Context: an optimization exercise on an open-source flow, tuned for small area, a short achievable clock period and few clock cycles per item. The choices shown serve that exercise and are no tape-out recipe.
In this exercise RTL edits were held to simulation tests only and were not proved equivalent to the original.
Power and IR drop assume default switching activity.

before:
Design fcu, start of the top module:
module fcu (
    input  wire        clk,
    input  wire        rst,
    input  wire        cmd_valid,
    output wire        cmd_ready,
    input  wire [7:0]  cmd_word,
    input  wire [63:0] cmd_data,
    output reg         rsp_valid,
    output reg  [1:0]  rsp_status,
    output wire [63:0] rsp_data
);
    localparam [3:0] OP_LDW   = 4'h1;
    localparam [3:0] OP_CPW   = 4'h2;
    localparam [3:0] OP_SIGN  = 4'h3;
    localparam [3:0] OP_EXPO  = 4'h4;
    localparam [3:0] OP_SIGF  = 4'h5;
    localparam [3:0] OP_BITS  = 4'h6;
    localparam [3:0] OP_FVAL  = 4'h7;
    localparam [3:0] OP_ISNAN = 4'h8;
    localparam [3:0] OP_FCLS  = 4'h9;
    localparam [3:0] OP_UCLS  = 4'hA;
    localparam [3:0] OP_UDIST = 4'hB;
    localparam [3:0] OP_AEQ   = 4'hC;
    localparam [3:0] OP_EQRW  = 4'hD;
    localparam [3:0] OP_EQWR  = 4'hE;
    reg [63:0] p0, p1;
    reg [1:0]  map;
    reg [1:0]  xv;
    reg [63:0] z;
    reg        busy;         
    reg        eqm;          
    assign cmd_ready = ~busy;
    assign rsp_data  = z;
    wire accept = cmd_valid & ~busy & ~rst;
    wire [3:0] op  = cmd_word[3:0];
    wire       sel = cmd_word[4];
    wire       illegal = (cmd_word[7:5] != 3'b000) | (op == 4'h0) | (op == 4'hF);
    wire       ms  = sel ? map[1] : map[0];
    wire       mt  = sel ? map[0] : map[1];
    wire       xvs = sel ? xv[1] : xv[0];
    wire       xvt = sel ? xv[0] : xv[1];
    wire       rd_s = (op >= OP_SIGN);
    wire       rd_t = (op == OP_CPW) | (op == OP_FCLS) | (op == OP_UCLS) |
                      (op == OP_UDIST) | (op == OP_AEQ);
    wire       uncons = (rd_s & ~xvs) | (rd_t & ~xvt);
    wire       ok  = ~illegal & ~uncons;
    wire       is_eq = (op == OP_EQRW) | (op == OP_EQWR);
    wire [63:0] ua = busy ? z : p0;
    wire [63:0] ub = (busy & ~eqm) ? p0 : p1;
    wire [63:0] u_dist;
  ...
For scale: ~200 flip-flops, ~0.024 mm^2 of cells after synthesis.
==> flow/config.mk <==
export PLATFORM = sky130hd
export DESIGN_NAME = fcu
export DESIGN_NICKNAME = fcu
export VERILOG_FILES = /design/flow/design.v
export SDC_FILE = /design/flow/constraint.sdc
export NUM_CORES = 4
export LEC_CHECK = 0
export ABC_AREA = 1
export CAP_MARGIN = 20
export CORE_MARGIN = 2
export CORE_UTILIZATION = 50
export PLACE_DENSITY = 0.7
export SLEW_MARGIN = 20
==> flow/constraint.sdc <==
create_clock -name core_clock -period 28.0 [get_ports {clk}]
set_input_delay 5.6000 -clock core_clock [delete_from_list [all_inputs] [get_ports {clk}]]
set_output_delay 5.6000 -clock core_clock [all_outputs]
set_load 0.01 [all_outputs]
standard.sh (not shown) runs the stock make flow with config.mk's settings and CLKGATE_MAP_FILE= SYNTH_SCRIPT=/design/flow/synth_recipe.tcl, a recipe that flattens the netlist after the stock synthesis.
==> flow/flow/run.sh <==
#!/bin/bash
# Standard ORFS layout, with timing repair asked to leave setup margin so
# that it shortens the critical path although the 28 ns clock is met.
set -euo pipefail
export SETUP_SLACK_MARGIN=20
bash standard.sh > standard.log 2>&1
The flow did not stop early for before: all stages ran, and the layout cleared the timing, design-rule and antenna checks.
Testbench counts of before, summed over its fixed seeds: cycles 37,783, items 32,000.
Setup changes, before to after
--- a/flow/flow/run.sh
+++ b/flow/flow/run.sh
@@ -3,4 +3,4 @@
 # that it shortens the critical path although the 28 ns clock is met.
 set -euo pipefail
-export SETUP_SLACK_MARGIN=20
+export SETUP_SLACK_MARGIN=21
 bash standard.sh > standard.log 2>&1
[summary]
What before reported for routed wire length has to be multiplied by 1.16 to get the figure for after. From before to after the numbers moved as follows: critical path depth increased by 1 relative to the old numbers; count of unresolved DRC violations after routing comparable; maximum frequency went up; number of buffers created by CTS went down. Required time of the critical path is lower on before.

Starting RTL as in the previous note.
==> flow/design.v (excerpt) <==
module fcu (
    input  wire        clk,
    input  wire        rst,
    input  wire        cmd_valid,
    output wire        cmd_ready,
    input  wire [7:0]  cmd_word,
    input  wire [63:0] cmd_data,
    output reg         rsp_valid,
    output reg  [1:0]  rsp_status,
    output wire [63:0] rsp_data
);
clock: 28.0 ns
lec_check: 0
abc_area: 1
cap_margin: 20
core_margin: 2
core_utilization: 65
place_density: 0.8
slew_margin: 20
==> flow/flow/run.sh <==
#!/bin/bash
# Standard ORFS layout, with timing repair asked to leave setup margin so
# that it shortens the critical path although the 28 ns clock is met.
set -euo pipefail
export SETUP_SLACK_MARGIN=21
bash standard.sh > standard.log 2>&1
The first run aborted during global routing (5_1_grt) on GRT-0116.
Testbench counts at the start, summed over its fixed seeds: cycles 37,783, items 32,000.
Rerun with:
==> flow/run.sh (new file) <==
#!/bin/bash
# synth_recipe.tcl (not shown) runs the flow's synth.tcl, then flattens the netlist and writes it again
# the make line also repeats each setting of config.mk as NAME=value (left out here)
make -C /OpenROAD-flow-scripts/flow DESIGN_CONFIG=/design/flow/config.mk WORK_HOME=/design/flow/orfs CLKGATE_MAP_FILE= SYNTH_SCRIPT=/design/flow/synth_recipe.tcl finish
Settings changed: ABC_AREA 1 to default, CORE_UTILIZATION 65 to 50, PLACE_DENSITY 0.8 to 0.7.
removed: flow/flow/run.sh
removed: flow/standard.sh
The new run completed without violations.
Synthesized cell count goes down by 18%.
Area after synthesis goes up by 7.2%.
Rerun with:
==> flow/flow/run.sh (new file) <==
#!/bin/bash
# Standard ORFS layout, with timing repair asked to leave setup margin so
# that it shortens the critical path although the 28 ns clock is met.
set -euo pipefail
export SETUP_SLACK_MARGIN=20.5
bash standard.sh > standard.log 2>&1
==> flow/standard.sh (new file) <==
#!/bin/bash
# synth_recipe.tcl (not shown) runs the flow's synth.tcl, then flattens the netlist and writes it again
# the make line also repeats each setting of config.mk as NAME=value (left out here)
make -C /OpenROAD-flow-scripts/flow DESIGN_CONFIG=/design/flow/config.mk WORK_HOME=/design/flow/orfs CLKGATE_MAP_FILE= SYNTH_SCRIPT=/design/flow/synth_recipe.tcl "${@:-finish}"
Settings changed: ABC_AREA from default to 1.
removed: flow/run.sh
=> The changed run went through all stages and came out clean; non-clock buffer count climbs by 66; cell area climbs by 2.8%; critical path depth drops by 19; via count climbs by 4.2%; maximum frequency climbs by 53%; total power drops by 2.7%; clock skew drops by 8.9 ps; clock-buffer cell count drops by 4; global-route usage drops by 3.9 points; worst hold slack gains 9.9 ps.
Rerun with:
--- a/flow/flow/run.sh
+++ b/flow/flow/run.sh
@@ -4,3 +4,3 @@
 set -euo pipefail
-export SETUP_SLACK_MARGIN=20.5
+export SETUP_SLACK_MARGIN=20
 bash standard.sh > standard.log 2>&1
Settings changed: ABC_AREA 1 to default.
After rerunning: The new run finished with timing, DRC and antenna clean; non-clock buffer count rose by 69; count of clock-buffer cells in the layout rose by 1; critical path depth rose by 17; via count rose by 0.55%; core utilization is about the same.

[what the ideal ports hide]
How much do the figures lean on ideal ports? The routed layouts below were timed once more, with nothing changed but the port constraints. Step 1 sets driving cells, clkbuf_16 on the clock port and buf_2 on the other inputs (assumed; they add their load-dependent delay and slew). Step 2 also shifts input and output timing later by t, the mid clock arrival at the registers, as if the neighbouring blocks saw the same clock. Slacks: ideal / step 1 / step 2; pairs: ideal / step 1.
run | t (ns) | setup WS [ns] | worst hold slack (ns) | worst register clock-pin slew, ns | cell pins on the clock port's net
before | 0.562 | 20.114 / 20.129 / 19.567 | 0.471 / 0.471 / 0.471 | 0.07 / 0.07 | 1
after | 0.578 | 20.684 / 20.698 / 20.120 | 0.502 / 0.502 / 0.502 | 0.08 / 0.08 | 1
the second run of note 2 | 0.562 | 16.560 / 16.560 / 16.560 | 0.469 / 0.469 / 0.469 | 0.08 / 0.08 | 1
the third run of note 2 | 0.559 | 20.537 / 20.558 / 19.999 | 0.479 / 0.479 / 0.479 | 0.07 / 0.07 | 1
the fourth run of note 2 | 0.581 | 19.403 / 19.403 / 19.383 | 0.461 / 0.461 / 0.461 | 0.08 / 0.08 | 1
After both steps setup and hold are still met in every run listed. For after, which loses most, drivers alone change the setup slack by +0.014 ns; drivers and shift together by -0.564 ns.
